Context: an optimization exercise on an open-source flow, tuned for small area. The choices shown serve that exercise and are no tape-out recipe. Function was checked by simulation only, so behaviour that the tests miss may differ from the original. Power figures rest on the tool's default switching activity, not on a simulated workload.

## onyx
// ipt_block
module ipt_block (
    input  wire         clk,
    input  wire         rst,
    input  wire         cmd_valid,
    input  wire [63:0]  cmd_word,
    output wire         cmd_ready,
    input  wire         tick,
    output reg          resp_valid,
    output reg  [31:0]  resp_data,
    output reg          invoke_valid,
    output wire [31:0]  invoke_ref,
    output wire [138:0] irq_en,
    output wire [416:0] irq_pri,
    output wire [3:0]   exc_en,
    output wire [20:0]  exc_pri
);
==> flow/config.mk <==
export PLATFORM = sky130hd
export DESIGN_NAME = ipt_block
export DESIGN_NICKNAME = ipt_block
export VERILOG_FILES = /design/flow/design.v
export SDC_FILE = /design/flow/constraint.sdc
export NUM_CORES = 4
export LEC_CHECK = 0
export CAP_MARGIN = 5
export CORE_MARGIN = 2
export CORE_UTILIZATION = 45
export SLEW_MARGIN = 5
export SYNTH_HIERARCHICAL = 1
==> flow/constraint.sdc <==
create_clock -name core_clock -period 8.0 [get_ports {clk}]
set_input_delay 1.6000 -clock core_clock [delete_from_list [all_inputs] [get_ports {clk}]]
set_output_delay 1.6000 -clock core_clock [all_outputs]
set_load 0.01 [all_outputs]
standard.sh (not shown) runs the stock make flow with config.mk's settings and CLKGATE_MAP_FILE= SYNTH_SCRIPT=/design/flow/synth_recipe.tcl, a recipe that flattens the netlist after the stock synthesis.
==> flow/flow/run.sh <==
#!/bin/bash
# Standard ORFS layout (the standard.sh) with these changes: ports are
# buffered with the smallest buffer cell, and clock tree synthesis uses
# clkbuf_4 cells in clusters of at most 8 sinks, with no dummy loads.
set -euo pipefail
bash standard.sh synth > synth_make.log 2>&1
bash standard.sh \
  "BUFFER_PORTS_ARGS=-buffer_cell sky130_fd_sc_hd__buf_1" \
  "CTS_ARGS=-sink_clustering_enable -repair_clock_nets -dont_use_dummy_load -buf_list sky130_fd_sc_hd__clkbuf_4 -sink_clustering_size 8 -sink_clustering_max_diameter 60" \
  finish > layout_make.log 2>&1
onyx reached the end of the flow, and the finished layout is clean on the timing, design-rule and antenna checks.
diff inputs: onyx => harbor
Settings: CAP_MARGIN now 10, was 5; SLEW_MARGIN now 10, was 5.
[summary]
- Status: post-detailed-route wirelength per cell parity (onyx, harbor)
- From onyx to harbor, number of max-cap violations did not move at all.
- As far as first-pass GRT wire length goes, harbor and onyx are indistinguishable; the numbers are identical.
- From onyx to harbor the numbers moved as follows: area growth from synthesis to layout essentially unchanged; final worst-path setup slack essentially unchanged; cell area power density barely changed; routed via count roughly the same.
- Compared harbor against onyx; overall power of the completed layout within noise.
- Reported for harbor and onyx, fmax turned out identical to the last digit.
- Number of multi-input combinational cells in the layout: harbor vs onyx identical
- Re fraction of layout instances using a drive strength above 1: no difference whatsoever between onyx and harbor.

--- another note on this design; it stands on its own ---

==> inputs of try-sierra <==
## ipt_block
module ipt_block (
    input  wire         clk,
    input  wire         rst,
    input  wire         cmd_valid,
    input  wire [63:0]  cmd_word,
    output wire         cmd_ready,
    input  wire         tick,
    output reg          resp_valid,
    output reg  [31:0]  resp_data,
    output reg          invoke_valid,
    output wire [31:0]  invoke_ref,
    output wire [138:0] irq_en,
    output wire [416:0] irq_pri,
    output wire [3:0]   exc_en,
    output wire [20:0]  exc_pri
);
export LEC_CHECK = 0
export CAP_MARGIN = 20
export CORE_MARGIN = 2
export CORE_UTILIZATION = 45
export SLEW_MARGIN = 20
export SYNTH_HIERARCHICAL = 1
create_clock -name core_clock -period 8.0 [get_ports {clk}]
standard.sh (not shown) runs the stock make flow with config.mk's settings and CLKGATE_MAP_FILE= SYNTH_SCRIPT=/design/flow/synth_recipe.tcl, a recipe that flattens the netlist after the stock synthesis.
==> flow/flow/run.sh <==
#!/bin/bash
# Standard ORFS layout (the standard.sh) with these changes: ports are
# buffered with the smallest buffer cell, and clock tree synthesis uses
# clkbuf_8 cells in clusters of at most 16 sinks, with no dummy loads.
set -euo pipefail
bash standard.sh synth > synth_make.log 2>&1
bash standard.sh \
  "BUFFER_PORTS_ARGS=-buffer_cell sky130_fd_sc_hd__buf_1" \
  "CTS_ARGS=-sink_clustering_enable -repair_clock_nets -dont_use_dummy_load -buf_list sky130_fd_sc_hd__clkbuf_8 -sink_clustering_size 16 -sink_clustering_max_diameter 60" \
  finish > layout_make.log 2>&1
==> try-amber: changes against try-sierra <==
==> flow/run.sh (new file) <==
#!/bin/bash
# synth_recipe.tcl (not shown) runs the flow's synth.tcl, then flattens the netlist and writes it again
# the make line also repeats each setting of config.mk as NAME=value (left out here)
make -C /OpenROAD-flow-scripts/flow DESIGN_CONFIG=/design/flow/config.mk WORK_HOME=/design/flow/orfs CLKGATE_MAP_FILE= SYNTH_SCRIPT=/design/flow/synth_recipe.tcl finish
CTS_BUF_LIST = sky130_fd_sc_hd__clkbuf_8   (was unset)
CTS_CLUSTER_DIAMETER = 60   (was unset)
CTS_CLUSTER_SIZE = 16   (was unset)
removed: flow/flow/run.sh
removed: flow/standard.sh
==> qor summary <==
Result of the run: try-amber complete, no violations; try-sierra complete, no violations
Instance count after placement with tap cells included: try-amber 3607; try-sierra 3612
Detailed-route wire length on metal 1: try-amber 46550 µm; try-sierra 46010 µm
Post-layout min period: try-amber 5.867 ns; try-sierra 5.674 ns
Number of vias after detailed routing: try-amber 24800; try-sierra 24660
DR WL/cell: try-amber 37.55 µm; try-sierra 36.88 µm
Global-route usage over all layers: try-amber 39.94%; try-sierra 38.61%
DP Wirelength: try-amber 104500 µm; try-sierra 101500 µm
Detailed Route Iter0 Violations: try-amber 4617; try-sierra 4961
Crit-path slowest cell: try-amber or3_1; try-sierra xor2_1
Fraction of layout instances using a drive strength above 1: try-amber 9.168%; try-sierra 8.804%
Final standard cell utilization of the core: try-amber 60.61%; try-sierra 53.38%
Worst Clk Skew: try-amber 0.03719 ns; try-sierra 0.06008 ns
Met1 routing resource usage after global routing: try-amber 48.10%; try-sierra 46.36%
Area taken by multi-input logic gates: try-amber 8315 µm²; try-sierra 8342 µm²
Final standard cell area without fillers: try-amber 39150 µm²; try-sierra 34480 µm²
Leak Pwr: try-amber 13.27 nW; try-sierra 11.10 nW

[what the ideal ports hide]
The flow's constraints put no driver on any port. The routed layouts listed below were extracted and timed again, unchanged, in two steps.
Step 1: set_driving_cell puts a clkbuf_16 on clk and a buf_2 on each other input, an assumption about the parent block.
Step 2 adds t to the input delays and takes it off the output delays; t is the mean of the earliest and latest rising clock arrival at the registers after step 1. Input paths then give back, and output paths get back, about the clock's delay inside the block.
Three values: ideal, step 1, step 2; two values: the first two.
run | t (ns) | slack for setup (ns) | latest minus earliest clock arrival (ns) | worst data-port slew with drivers (ns) | pins driven straight from the clock port
onyx | 0.923 | 0.592 / 0.592 / -0.280 | 0.129 / 0.130 | 0.14 | 1
harbor | 0.923 | 0.592 / 0.592 / -0.280 | 0.129 / 0.130 | 0.14 | 1
try-sierra | 0.757 | 2.326 / 2.326 / 1.663 | 0.075 / 0.076 | 0.17 | 1
try-amber | 0.774 | 2.133 / 2.164 / 1.389 | 0.039 / 0.039 | 0.18 | 1
With both steps, setup timing fails in onyx and harbor, where it was met with ideal ports.
